What follows belongs to an exercise in optimizing a design on an open flow for small area, a short achievable clock period and few clock cycles; a production flow would make more cautious choices.
Where RTL was checked, it was by simulation tests only, not by an equivalence proof against the original.
No driver is modelled on the clock port, so clocking that relies on it looks cheaper here than on a real chip.
Power and IR drop assume default switching activity.

Design blabel2_enc, start of the top module:
module blabel2_enc (
    input  wire        clk,
    input  wire        rst,
    input  wire        reg_wr,
    input  wire [7:0]  reg_addr,
    input  wire [31:0] reg_wdata,
    output wire [31:0] reg_rdata,
    output wire        busy,
    output wire        done,
    output wire        error,
    output wire        pix_req,
    output wire [15:0] pix_x,
    output wire [15:0] pix_y,
    input  wire        pix_ack,
    input  wire [7:0]  pix_r,
    input  wire [7:0]  pix_g,
    input  wire [7:0]  pix_b,
    output wire        out_valid,
    output reg  [7:0]  out_data,
    output wire        out_last,
    input  wire        out_ready
);
    localparam [7:0] A_CTRL    = 8'h00;
    localparam [7:0] A_CFG     = 8'h04;
    localparam [7:0] A_WIDTH   = 8'h08;
    localparam [7:0] A_HEIGHT  = 8'h0C;
    localparam [7:0] A_STATUS  = 8'h10;
    localparam [7:0] A_ERRINFO = 8'h14;
    localparam [2:0] P_IDLE  = 3'd0;
    localparam [2:0] P_PRE   = 3'd1;
    localparam [2:0] P_G     = 3'd2;
    localparam [2:0] P_LEN   = 3'd3;
    localparam [2:0] P_LEAD  = 3'd4;
    localparam [2:0] P_IMG   = 3'd5;
    localparam [2:0] P_TRAIL = 3'd6;
    localparam [2:0] P_TERM  = 3'd7;    
    reg  [3:0]  cfg_tape;
    reg         cfg_autocut;
    reg         cfg_inverse;
    reg  [15:0] width_r;
    reg  [15:0] height_r;
    reg         st_done;
    reg  [1:0]  st_errcode;
    reg  [15:0] info_h;
    reg  [3:0]  info_t;
    wire        j_autocut = sh[0];    
    reg         j_inverse;
    reg  [7:0]  j_img;
    wire [15:0] j_width = info_h;
  ...
Size in the first run: about 730 cells after synthesis, ~110 flip-flops, ~150 I/O pins, ~6000 um^2 of cells after synthesis.
export LEC_CHECK = 0
export CAP_MARGIN = 20
export CORE_MARGIN = 2
export CORE_UTILIZATION = 40
export SETUP_SLACK_MARGIN = 5.0
export SLEW_MARGIN = 20
create_clock -name core_clock -period 10.0 [get_ports {clk}]
standard.sh (not shown) runs the stock make flow with config.mk's settings and CLKGATE_MAP_FILE= SYNTH_SCRIPT=/design/flow/synth_recipe.tcl, a recipe that flattens the netlist after the stock synthesis.
==> flow/flow/run.sh <==
#!/bin/bash
# Own layout flow: the standard ORFS flow (standard.sh) with
#  - synthesis through flow/synth.tcl (per-module ABC scripts, hierarchy kept
#    through ABC and flattened after, as synth_recipe.tcl does),
#  - port buffers of a given cell (BUFFER_PORTS_ARGS) instead of the default,
#  - clock tree options (CTS_ARGS) in place of ORFS's, and a post-CTS step
#    (flow/post_cts.tcl, if present) that upsizes clock buffers with slow edges.
# The make output goes to flow_make.log; ORFS keeps each step's log under orfs/logs.
set -euo pipefail
here=$(pwd)
export OWN_ABC_SCRIPT=$here/flow/abc_area.script

export OWN_CLK_SLEW_LIMIT_PS=90
bash standard.sh SYNTH_SCRIPT=$here/flow/synth.tcl SYNTH_HIERARCHICAL=1 \
  "BUFFER_PORTS_ARGS=-buffer_cell sky130_fd_sc_hd__buf_1" \
  "CTS_ARGS=-sink_clustering_enable -repair_clock_nets -buf_list sky130_fd_sc_hd__clkbuf_4 -dont_use_dummy_load"  "POST_CTS_TCL=$here/flow/post_cts.tcl" \
  finish > $here/flow_make.log 2>&1
==> flow/flow/abc_area.script <==
strash
ifraig
scorr
dc2
strash
dch -f
amap
topo
==> flow/flow/post_cts.tcl <==
# After CTS: upsize any clock buffer whose output slew (placement parasitics)
# exceeds a limit, so every flip-flop clock pin keeps a fast edge, then
# legalize the placement again.
estimate_parasitics -placement
set limit [expr {$::env(OWN_CLK_SLEW_LIMIT_PS) * 1e-3}]
set resized 0
foreach inst [get_cells -filter "ref_name == sky130_fd_sc_hd__clkbuf_4"] {
  set out [get_pins -of_objects $inst -filter "direction == output"]
  if {[get_property $out slew_max] > $limit} {
    replace_cell $inst [get_lib_cells sky130_fd_sc_hd__clkbuf_8]
    incr resized
  }
}
puts "own post-CTS hook: upsized $resized clock buffers"
if {$resized > 0} {
  detailed_placement
  estimate_parasitics -placement
}
==> flow/flow/synth.tcl <==
# The standard flow's synthesis (synth_recipe.tcl) with one change: ABC maps every module
# with the area-oriented script OWN_ABC_SCRIPT instead of ORFS's speed script
# (the register read port is written as one-gate modules, each mapped on its
# own). Registers are mapped before ABC runs, so they are the same as the standard flow's.
proc synth {args} { yosys synth -nofsm -noshare {*}$args }
proc abc {args} {
  set i [lsearch -exact $args -script]
  set args [lreplace $args [expr {$i+1}] [expr {$i+1}] $::env(OWN_ABC_SCRIPT)]
  yosys abc {*}$args
}
source $::env(SCRIPTS_DIR)/synth.tcl
# left out here: clear keep_hierarchy, flatten, clean up, hide names made inside functions, write 1_2_yosys.v
Then changed:
--- a/flow/design.v
+++ b/flow/design.v
@@ -44,19 +44,18 @@
     reg  [15:0] info_h;
     reg  [3:0]  info_t;
     wire        j_autocut = sh[0];    
     reg         j_inverse;
     reg  [7:0]  j_img;
     wire [15:0] j_width = info_h;
     wire        j_cal   = info_t[3];
     reg  [2:0]  phase;
     reg  [3:0]  pos;
-    wire        start;
     reg         shfull;
     reg  [15:0] col;
     reg  [10:0] cnt;         
     reg  [8:0]  sh;
     wire [4:0] h_img5 = height_r[7:3];
     reg        tape_hit;
     always @(*) begin
         case (cfg_tape[2:0])
             3'd0:       tape_hit = (h_img5 == 5'd4);
@@ -126,24 +125,21 @@
     blabel2_rd u_rd (
         .addr   (reg_addr),
         .cfg    ({cfg_inverse, cfg_autocut, cfg_tape}),
         .width  (width_r),
         .height (height_r),
         .status ({st_errcode, 1'b0, error, st_done, active}),
         .err    (error),
         .info_h (info_h),
         .info_t (info_t),
-        .rdata  (reg_rdata),
-        .wr     (reg_wr),
-        .wd0    (reg_wdata[0]),
-        .busy   (active),
-        .start  (start)
+        .rdata  (reg_rdata)
     );
+    wire start = reg_wr && (reg_addr == A_CTRL) && reg_wdata[0] && !active;
     wire        lead_zero = !j_cal && j_img[4];
     wire [2:0]  lead_sum  = pos[2:0] + j_img[3:1];
     wire        lead_end  = j_cal ? (pos[2:0] == 3'd4) : (lead_sum == 3'd0);
     wire [10:0] cnt_inc  = cnt + 11'd1;
     wire [15:0] col_inc  = col + 16'd1;
     wire        col_end  = (cnt[2:0] == 3'd7) && (cnt_inc[10:3] == j_img);
     wire        img_last = (cnt[10:3] == 8'd0);
     wire        rec_end  = (phase == P_IMG) ? (img_last && (j_cal || pos == 4'd15))
                                             : (pos == 4'd15);
@@ -233,23 +229,19 @@
 module blabel2_rd (
     input  wire [7:0]  addr,
     input  wire [5:0]  cfg,
     input  wire [15:0] width,
     input  wire [15:0] height,
     input  wire [5:0]  status,
     input  wire        err,
     input  wire [15:0] info_h,
     input  wire [3:0]  info_t,
-    output wire [31:0] rdata,
-    input  wire        wr,
-    input  wire        wd0,
-    input  wire        busy,
-    output wire        start
+    output wire [31:0] rdata
 );
     genvar g;
     wire n76, n51, n04, w10, x42e, z3;
     blabel2_g_nor2  u_n76  (.a(addr[7]), .b(addr[6]), .y(n76));             
     blabel2_g_nor2  u_n51  (.a(addr[5]), .b(addr[1]), .y(n51));             
     blabel2_g_nor2  u_n04  (.a(addr[0]), .b(addr[4]), .y(n04));             
     blabel2_g_nor2b u_w10  (.a(addr[0]), .bn(addr[4]), .y(w10));            
     blabel2_g_and3b u_x42e (.an(addr[3]), .b(addr[2]), .c(err), .y(x42e));  
     blabel2_g_inv   u_z3   (.a(addr[3]), .y(z3));                           
@@ -264,47 +256,38 @@
             blabel2_g_and2 u_e (.a(err), .b(info_t[g]), .y(it_e[g]));
         end
         for (g = 0; g < 3; g = g + 1) begin : g_mse
             blabel2_g_mux2i u_m (.s(addr[2]), .a0(status[g]), .a1(it_e[g]), .y(mse[g]));
         end
     endgenerate
     blabel2_g_nand2  u_mse3 (.a(addr[2]), .b(it_e[3]), .y(mse[3]));         
     blabel2_g_nand2b u_mse4 (.an(addr[2]), .b(status[4]), .y(mse[4]));      
     blabel2_g_nand2b u_mse5 (.an(addr[2]), .b(status[5]), .y(mse[5]));
-    wire [1:0] swh_n;
-    wire [3:0] sei_n;
+    wire [1:0] swh_n, sei_n;
     wire       slo_n, sse_n;
     blabel2_g_nand4 u_swh0 (.a(n76), .b(n51), .c(n04), .d(addr[3]), .y(swh_n[0]));  
     blabel2_g_nand4 u_swh1 (.a(n76), .b(n51), .c(n04), .d(addr[3]), .y(swh_n[1]));
     blabel2_g_nand3 u_slo  (.a(n76), .b(n51), .c(n04), .y(slo_n));                   
     blabel2_g_nand4 u_sse  (.a(n76), .b(n51), .c(w10), .d(z3), .y(sse_n));           
-    generate
-        for (g = 0; g < 4; g = g + 1) begin : g_sei                                  
-            blabel2_g_nand4 u_sei (.a(n76), .b(n51), .c(w10), .d(x42e), .y(sei_n[g]));
-        end
-    endgenerate
-    wire z32, s00_n, wok;
-    blabel2_g_nor2  u_z32 (.a(addr[3]), .b(addr[2]), .y(z32));
-    blabel2_g_nand4 u_s00 (.a(n76), .b(n51), .c(n04), .d(z32), .y(s00_n));
-    blabel2_g_and3b u_wok (.an(busy), .b(wr), .c(wd0), .y(wok));
-    blabel2_g_nor2b u_st  (.a(s00_n), .bn(wok), .y(start));
+    blabel2_g_nand4 u_sei0 (.a(n76), .b(n51), .c(w10), .d(x42e), .y(sei_n[0]));      
+    blabel2_g_nand4 u_sei1 (.a(n76), .b(n51), .c(w10), .d(x42e), .y(sei_n[1]));
     generate
         for (g = 0; g < 6; g = g + 1) begin : g_lo6
             wire mc, mm_n;
             blabel2_g_nand2 u_c (.a(addr[2]), .b(cfg[g]), .y(mc));
             blabel2_g_mux2  u_m (.s(addr[3]), .a0(mc), .a1(mwh[g]), .x(mm_n));
             blabel2_g_o22ai u_o (.a1(slo_n), .a2(mm_n), .b1(sse_n), .b2(mse[g]), .y(rdata[g]));
         end
         for (g = 6; g < 16; g = g + 1) begin : g_wh
             blabel2_g_nor2 u_o (.a(swh_n[g / 8]), .b(mwh[g]), .y(rdata[g]));
         end
         for (g = 16; g < 32; g = g + 1) begin : g_ei
-            blabel2_g_nor2b u_o (.a(sei_n[(g - 16) / 4]), .bn(info_h[g - 16]), .y(rdata[g]));
+            blabel2_g_nor2b u_o (.a(sei_n[g / 24]), .bn(info_h[g - 16]), .y(rdata[g]));
         end
     endgenerate
 endmodule
 module blabel2_g_inv (input wire a, output wire y);
     assign y = ~a;
 endmodule
 module blabel2_g_and2 (input wire a, b, output wire y);
     assign y = a & b;
 endmodule
Result: The changed run produced a clean layout; final area falls by 2.0%; worst setup slack gets better by 0.11 ns; total power falls by 10%; utilization falls by 1.0 points; combinational power falls by 46%; area after synthesis barely changes; critical path depth falls by 2; clock skew falls by 0.0061 ns; worst hold slack gets worse by 0.0059 ns; sequential power falls by about 2%; via count falls by 4.9%; fmax rises by 2.1%; sequential share of layout area rises by 0.74 points; die area barely changes.
Testbench counts after the change, summed over its fixed seeds: cycles 240,949.
Function not checked in the first run of this note: the RTL went through the layout flow alone.

==> static timing again, ports no longer ideal <==
Ports are ideal in the flow. The routed layouts listed here were re-timed in OpenROAD.
Step 1 assumes that a clkbuf_16 drives the clock port and a buf_2 every other input.
Step 2 also shifts input and output timing later by t, the mid clock arrival at the registers, as if the neighbouring blocks saw the same clock.
Three values: ideal ports, drivers, drivers and shift; two values: the first two.
| run | t, ns | slack for setup (ns) | worst setup path after step 2 | worst data-port slew with drivers (ns) | pins driven straight from the clock port |
|---|---|---|---|---|---|
| the first run | 0.463 | 4.950 / 4.909 / 4.909 | input to output | 0.05 | 1 |
| the second run | 0.427 | 5.056 / 4.954 / 4.883 | input to register | 0.11 | 1 |
After both steps setup and hold are still met in every run listed. The setup slack of the second run, which loses most, moves by -0.102 ns with the drivers and by -0.173 ns with both steps.
